This design comes from an exercise in tuning for small area, a short achievable clock period and few clock cycles on the open sky130 flow, not from production work. No functional check of the RTL was part of this run. No activity file was given, so power comes from the tool's default toggle rates.

[run.sh]
#!/bin/bash
# synth_recipe.tcl (not shown) runs the flow's synth.tcl, then flattens the netlist and writes it again
# the make line also repeats each setting of config.mk as NAME=value (left out here)
make -C /OpenROAD-flow-scripts/flow DESIGN_CONFIG=/design/flow/config.mk WORK_HOME=/design/flow/orfs CLKGATE_MAP_FILE= SYNTH_SCRIPT=/design/flow/synth_recipe.tcl finish
[constraint.sdc]
create_clock -name core_clock -period 12.0 [get_ports {clk}]
set_input_delay 2.4000 -clock core_clock [delete_from_list [all_inputs] [get_ports {clk}]]
set_output_delay 2.4000 -clock core_clock [all_outputs]
set_load 0.01 [all_outputs]
[design.v]
module rpy_core (
    input  wire        clk,
    input  wire        rst,
    output wire [31:0] imem_addr,
    input  wire [31:0] imem_rdata,
    output wire [31:0] dmem_addr,
    output wire [3:0]  dmem_wstrb,
    output wire [31:0] dmem_wdata,
    input  wire [31:0] dmem_rdata,
    output wire        done,
    output wire        fault,
    output wire [2:0]  fault_cause,
    output wire [31:0] fault_pc,
    output wire [31:0] fault_info,
    input  wire [4:0]  dbg_raddr,
    output wire [31:0] dbg_rdata
);
    localparam [2:0] S_FETCH = 3'd0,
                     S_EXEC  = 3'd1,
                     S_LOAD  = 3'd2,
                     S_DONE  = 3'd3,
                     S_FAULT = 3'd4;
    localparam [2:0] F_FETCH_MISALIGNED = 3'd0,
                     F_ILLEGAL          = 3'd2,
                     F_LOAD_MISALIGNED  = 3'd4,
                     F_STORE_MISALIGNED = 3'd6;
    localparam [6:0] OP_ALU  = 7'b0110011,
                     OP_ALUI = 7'b0010011,
                     OP_LOAD = 7'b0000011,
                     OP_STOR = 7'b0100011,
                     OP_BR   = 7'b1100011;
    reg [2:0]  state;
    reg [31:0] pc;
    reg [31:0] regs [1:31];
    reg [2:0]  ld_f3;
    reg [4:0]  ld_rd;
    reg [1:0]  ld_off;
    reg [2:0]  f_cause;
    reg [31:0] f_pc;
    reg [31:0] f_info;
    wire [31:0] ir  = imem_rdata;
    wire [6:0]  op  = ir[6:0];
    wire [2:0]  f3  = ir[14:12];
    wire [6:0]  f7  = ir[31:25];
    wire [4:0]  rd  = ir[11:7];
    wire [4:0]  rs1 = ir[19:15];
    wire [4:0]  rs2 = ir[24:20];
    wire [31:0] imm_i = {{20{ir[31]}}, ir[31:20]};
    wire [31:0] imm_s = {{20{ir[31]}}, ir[31:25], ir[11:7]};
    wire [31:0] imm_b = {{19{ir[31]}}, ir[31], ir[7], ir[30:25], ir[11:8], 1'b0};
    wire is_alu  = (op == OP_ALU) &&
                   ((f7 == 7'b0000000) ||
                    (f7 == 7'b0100000 && (f3 == 3'b000 || f3 == 3'b101)));
    wire is_alui = (op == OP_ALUI) &&
                   ((f3 != 3'b001 && f3 != 3'b101) ||
                    (f3 == 3'b001 && f7 == 7'b0000000) ||
                    (f3 == 3'b101 && (f7 == 7'b0000000 || f7 == 7'b0100000)));
    wire is_load = (op == OP_LOAD) &&
                   (f3 == 3'b000 || f3 == 3'b001 || f3 == 3'b010 ||
                    f3 == 3'b100 || f3 == 3'b101);
    wire is_stor = (op == OP_STOR) &&
                   (f3 == 3'b000 || f3 == 3'b001 || f3 == 3'b010);
    wire is_br   = (op == OP_BR) && (f3 != 3'b010 && f3 != 3'b011);
    wire legal   = is_alu | is_alui | is_load | is_stor | is_br;
    wire [31:0] a = (rs1 == 5'd0) ? 32'd0 : regs[rs1];
    wire [31:0] b = (rs2 == 5'd0) ? 32'd0 : regs[rs2];
    assign dbg_rdata = (dbg_raddr == 5'd0) ? 32'd0 : regs[dbg_raddr];
    wire [31:0] opb = (op == OP_ALU) ? b : imm_i;
    wire        alt = (op == OP_ALU) ? f7[5] : (f3 == 3'b101 && f7[5]);
    reg  [31:0] alu_y;
    always @* begin
        case (f3)
            3'b000: alu_y = (op == OP_ALU && alt) ? a - opb : a + opb;
            3'b001: alu_y = a << opb[4:0];
            3'b010: alu_y = ($signed(a) < $signed(opb)) ? 32'd1 : 32'd0;
            3'b011: alu_y = (a < opb) ? 32'd1 : 32'd0;
            3'b100: alu_y = a ^ opb;
            3'b101: alu_y = alt ? $unsigned($signed(a) >>> opb[4:0]) : a >> opb[4:0];
            3'b110: alu_y = a | opb;
            default: alu_y = a & opb;
        endcase
    end
    reg taken;
    always @* begin
        case (f3)
            3'b000: taken = (a == b);
            3'b001: taken = (a != b);
            3'b100: taken = ($signed(a) < $signed(b));
            3'b101: taken = ($signed(a) >= $signed(b));
            3'b110: taken = (a < b);
            default: taken = (a >= b);
        endcase
    end
    wire [31:0] br_target = pc + imm_b;
    wire [31:0] pc_next   = pc + 32'd4;
    wire [31:0] ea = a + ((op == OP_STOR) ? imm_s : imm_i);
    wire misaligned = (f3[1:0] == 2'b01 && ea[0]) ||
                      (f3[1:0] == 2'b10 && ea[1:0] != 2'b00);
    reg [3:0]  st_strb;
    reg [31:0] st_data;
    always @* begin
        case (f3[1:0])
            2'b00:   begin st_strb = 4'b0001 << ea[1:0];
                           st_data = {4{b[7:0]}}; end
            2'b01:   begin st_strb = ea[1] ? 4'b1100 : 4'b0011;
                           st_data = {2{b[15:0]}}; end
            default: begin st_strb = 4'b1111;
                           st_data = b; end
        endcase
    end
    wire exec_store = (state == S_EXEC) && (ir != 32'd0) && is_stor && !misaligned;
    assign imem_addr  = pc;
    assign dmem_addr  = ea;
    assign dmem_wstrb = exec_store ? st_strb : 4'b0000;
    assign dmem_wdata = st_data;
    wire [31:0] ld_word  = dmem_rdata >> {ld_off, 3'b000};
    reg  [31:0] ld_value;
    always @* begin
        case (ld_f3)
            3'b000:  ld_value = {{24{ld_word[7]}},  ld_word[7:0]};
            3'b001:  ld_value = {{16{ld_word[15]}}, ld_word[15:0]};
            3'b100:  ld_value = {24'd0, ld_word[7:0]};
            3'b101:  ld_value = {16'd0, ld_word[15:0]};
            default: ld_value = ld_word;
        endcase
    end
    integer i;
    always @(posedge clk) begin
        if (rst) begin
            state   <= S_FETCH;
            pc      <= 32'd0;
            ld_f3   <= 3'd0;
            ld_rd   <= 5'd0;
            ld_off  <= 2'd0;
            f_cause <= 3'd0;
            f_pc    <= 32'd0;
            f_info  <= 32'd0;
            for (i = 1; i < 32; i = i + 1)
                regs[i] <= 32'd0;
        end else begin
            case (state)
                S_FETCH: begin
                    if (pc[1:0] != 2'b00) begin
                        state   <= S_FAULT;
                        f_cause <= F_FETCH_MISALIGNED;
                        f_pc    <= pc;
                        f_info  <= pc;
                    end else begin
                        state <= S_EXEC;
                    end
                end
                S_EXEC: begin
                    if (ir == 32'd0) begin
                        state <= S_DONE;
                    end else if (!legal) begin
                        state   <= S_FAULT;
                        f_cause <= F_ILLEGAL;
                        f_pc    <= pc;
                        f_info  <= ir;
                    end else if (is_alu || is_alui) begin
                        if (rd != 5'd0)
                            regs[rd] <= alu_y;
                        pc    <= pc_next;
                        state <= S_FETCH;
                    end else if (is_br) begin
                        pc    <= taken ? br_target : pc_next;
                        state <= S_FETCH;
                    end else if (misaligned) begin
                        state   <= S_FAULT;
                        f_cause <= is_load ? F_LOAD_MISALIGNED : F_STORE_MISALIGNED;
                        f_pc    <= pc;
                        f_info  <= ea;
                    end else if (is_load) begin
                        ld_f3  <= f3;
                        ld_rd  <= rd;
                        ld_off <= ea[1:0];
                        state  <= S_LOAD;
                    end else begin
                        pc    <= pc_next;
                        state <= S_FETCH;
                    end
                end
                S_LOAD: begin
                    if (ld_rd != 5'd0)
                        regs[ld_rd] <= ld_value;
                    pc    <= pc_next;
                    state <= S_FETCH;
                end
                default: ;
            endcase
        end
    end
    assign done        = (state == S_DONE);
    assign fault       = (state == S_FAULT);
    assign fault_cause = f_cause;
    assign fault_pc    = f_pc;
    assign fault_info  = f_info;
endmodule
[config.mk]
export PLATFORM = sky130hd
export DESIGN_NAME = rpy_core
export DESIGN_NICKNAME = rpy_core
export VERILOG_FILES = /design/flow/design.v
export SDC_FILE = /design/flow/constraint.sdc
export NUM_CORES = 4
export LEC_CHECK = 0
export CAP_MARGIN = 20
export CORE_MARGIN = 2
export CORE_UTILIZATION = 20
export GPL_ROUTABILITY_DRIVEN = 1
export PLACE_DENSITY = 0.3
export SLEW_MARGIN = 20
==> run summary <==
[worst max-delay path by stage]
stage,startpoint,to,slack [ns]
after floorplan,imem_rdata[22],dmem_addr[31],2.85
after global placement,imem_rdata[18],dmem_addr[31],0.59
after detailed placement,imem_rdata[18],dmem_addr[31],0.68
after CTS,imem_rdata[15],dmem_addr[22],0.67
after global routing,imem_rdata[15],dmem_addr[31],0.31
final,imem_rdata[17],dmem_addr[31],0.54
[cell type report]
| class | instances | area, µm² | area share (%) |
|---|---|---|---|
| Sequential cell | 1133 | 32930 | 34.43 |
| Tap cell | 5405 | 6763 | 7.070 |
| Inverter | 177 | 665.6 | 0.6959 |
| Multi-Input combinational cell | 5201 | 44870 | 46.90 |
| Clock inverter | 84 | 759.5 | 0.7940 |
| Antenna cell | 7 | 17.52 | 0.01831 |
| Clock buffer | 186 | 4018 | 4.200 |
| Timing Repair Buffer | 629 | 5635 | 5.891 |
[layer usage]
layer	share of wire [%]	global-route usage, %
met2	46	37.84
met5	0.013	0
met1	43	31.46
met4	5.0	10.02
met3	6.1	3.323
[registers in the layout, summed over array words and instances, names as in the netlist]
register / count
state: 3
ld_f3: 3
f_info: 32
f_pc: 31
ld_rd: 5
pc: 31
f_cause: 2
ld_off: 2
regs: 1024
[cells in the final DEF, fill, tap and decap left out, drive strengths merged, types with 35 or more instances in the layout]
master,count
nor2,1331
clkinv,65
nor2b,37
a22oi,64
a21o,75
nand4,35
ha,191
xnor2,52
o21ai,228
a211oi,52
clkdlybuf4s50,248
mux2,49
inv,182
nand3,120
edfxtp,1024
a21oi,420
a31oi,44
nor3,172
nand2,536
dfxtp,109
conb,35
o221ai,41
mux2i,298
buf,378
o22ai,75
clkbuf,189
mux4,794
[stage by stage]
step                      instances  utilization [%]  power, W
after floorplan                7196                -  0.006334
after global placement        12540            22.54  0.008047
after detailed placement      12540            22.56  0.008027
after CTS                     12810            23.75   0.01267
after global routing          12820            23.76   0.01295
final                         12820            23.76   0.01260
[where the power goes]
part           internal, W  switching [W]
Combinational      0.00113        0.00231
Clock              0.00262        0.00199
Sequential         0.00444       0.000121
Total              0.00819        0.00441
[critical path: stages]
cell             delay, ns
clkbuf_8              0.30
buf_12                0.34
mux4_2                0.36
a22o_1                0.25
a2111oi_0             0.86
a211o_1               0.54
inv_1                 0.23
ha_1                  0.38
o21a_1                0.20
o2bb2ai_1             0.25
nor2_1                0.09
o31a_1                0.29
nand2_1               0.16
o21ai_0               0.22
o221ai_1              0.75
mux2i_1               0.30
nor2_1                0.09
xnor2_1               0.20
clkdlybuf4s50_1       0.57
[cells by family (layout without fill, tap and decap cells)]
group / Yosys count / count (layout) / share of synthesized area, %
adders and majority gates: 195 / 195 / 3.057
buffers and inverters: 862 / 1076 / 4.965
xor gates and xnor gates: 71 / 71 / 0.7697
muxes: 1141 / 1141 / 26.60
and+or+nand+nor: 2407 / 2407 / 12.61
DFF: 1133 / 1133 / 40.76
other: 1 / 42 / 0.004642
AOI/OAI and AO/OA: 1352 / 1352 / 11.23
==> results.py <==
metrics = {
    "outcome": {
        "status": "complete, no violations",
    },
    "grt": {
        "grtUsageTotal_pct": 23.52,
        "grt_first_pass_wirelength_mm": 655.1,
        "antenna_found_initial": 38,
        "grt_overflow_total": 0,
        "grt_max_degree": 80,
        "grt_pass1_vias": 67420,
    },
    "critical_path": {
        "rr_worst_depth": 18,
        "critPathLaunchType": "primary input",
        "reg2reg_to": "regs[7][31]",
        "r2r_slack_ns": 4.47,
        "path_max_fanout": 45,
        "timing.rr.start": "regs[13][13]",
        "cp-end-kind": "output port",
        "required_ns": 9.60,
        "crit_arrival_ns": 9.06,
        "critPathKind": "in -> out",
    },
    "routing": {
        "vias": 68250,
        "firstDrtPassIters": 6,
        "dr.first_iter.drc_count": 7903,
        "drtAntennaViolNets": 0,
        "drc": 0,
        "vias_per_cell": 5.322,
        "avgRoutedWirePerCell_um": 38.52,
        "routed_wl_mm": 493.9,
    },
    "min_path": {
        "hold_path_end": "f_pc[24]",
        "whs_path_depth": 2,
        "worst_hold_startpoint": "f_pc[24]",
        "min_path_type": "reg -> reg",
    },
    "cts": {
        "numClockSinks": 1133,
        "cts_root_buf": "clkbuf_16",
        "cts_setup_buffers": 0,
        "clk_pin_slew_ns": 0.06,
        "cts_tree": "done",
        "htree_levels": 4,
        "cts-buffers-inserted": 153,
        "ctsHoldBuffers": 0,
        "clk_latency_ns": 0.88,
        "clockBufferDepth": 4,
        "post_cts_resized": 0,
    },
    "final_layout": {
        "drive_gt1_share_pct": 22.47,
        "layout.nets": 7561,
        "final_area_um2": 95660,
        "syn2layout_area_growth_pct": 18.40,
        "fillers": 42580,
    },
    "logic_synthesis": {
        "synth_most_common_cell": "nor2_1",
        "synthTopCellsByCount": "nor2_1 (1312), edfxtp_1 (1024), mux4_2 (782)",
        "synth_edf_count": 1024,
        "ys.flop_type": "edfxtp_1",
        "synth-seq-area-share_pct": 40.76,
        "yosys.area.top_type": "edfxtp_1",
        "ys_ff_latch": 1133,
        "async_reset_ff_share_pct": 0,
        "postSynthAreaPerCell_um2": 11.28,
        "synthCells": 7162,
        "syn-cell-area_um2": 80790,
        "synth.distinct_cells": 114,
        "yosysTopAreaCellShare_pct": 38.06,
        "synth_area_leaders": "edfxtp_1 (38%), mux4_2 (22%), nor2_1 (6.1%)",
        "synth_warnings": 1,
    },
    "floorplanning": {
        "start_util_pct": 20.07,
        "rows": 233,
        "die_area_um2": 409100,
        "io_pins": 272,
        "die_x_um": 639.6,
        "core_area_um2": 402600,
        "die_h_um": 639.6,
    },
    "sta": {
        "layout_setup_ws_ns": 0.5394,
        "period_share_pct": 95.50,
        "final-hold-violation-count": 0,
        "setup_viol": 0,
        "min_period_ns": 11.46,
        "worst_clock_skew_ns": 0.05560,
        "slew_viol_final": 0,
        "max_freq_mhz": 87.26,
        "max_slew_margin_pct": 19.85,
        "setup_tns_ns": 0,
        "rsz0062_at_grt": "false",
        "hold_ws_ns": 0.4521,
        "worst_slew_pin_slew_ns": 1.190,
    },
    "placement": {
        "dp_slack_ns": 0.6773,
        "port_buffers": 268,
        "gp_congestion": 0.9483,
        "post-dp-hpwl_mm": 333.2,
        "placed_area_um2": 90840,
    },
    "power_and_ir_drop": {
        "powerDensity_nw_per_um2": 131.7,
        "ir_worst_vdd_v": 0.00009601,
        "power.leakage_nw": 33.49,
    },
    "flow_run": {
        "maxCapViolations": 0,
    },
}

## port drivers added, routing unchanged
How much do the figures lean on ideal ports? The routed layout below was timed once more, with nothing changed but the port constraints.
Step 1: set_driving_cell puts a clkbuf_16 on clk and a buf_2 on each other input, an assumption about the parent block.
Step 2 adds t to the input delays and takes it off the output delays; t is the mean of the earliest and latest rising clock arrival at the registers after step 1. Input paths then give back, and output paths get back, about the clock's delay inside the block.
Three values: ideal, step 1, step 2; two values: the first two.
t (ns): 0.951
setup slack, ns: 0.539 / 0.499 / 0.499
worst setup path at the end: input to output
slew at the worst register clock pin (ns): 0.07 / 0.07
worst data-port slew with drivers (ns): 0.17
After both steps this run still meets setup and hold. The setup slack of this run moves by -0.040 ns with the drivers and by -0.040 ns with both steps.
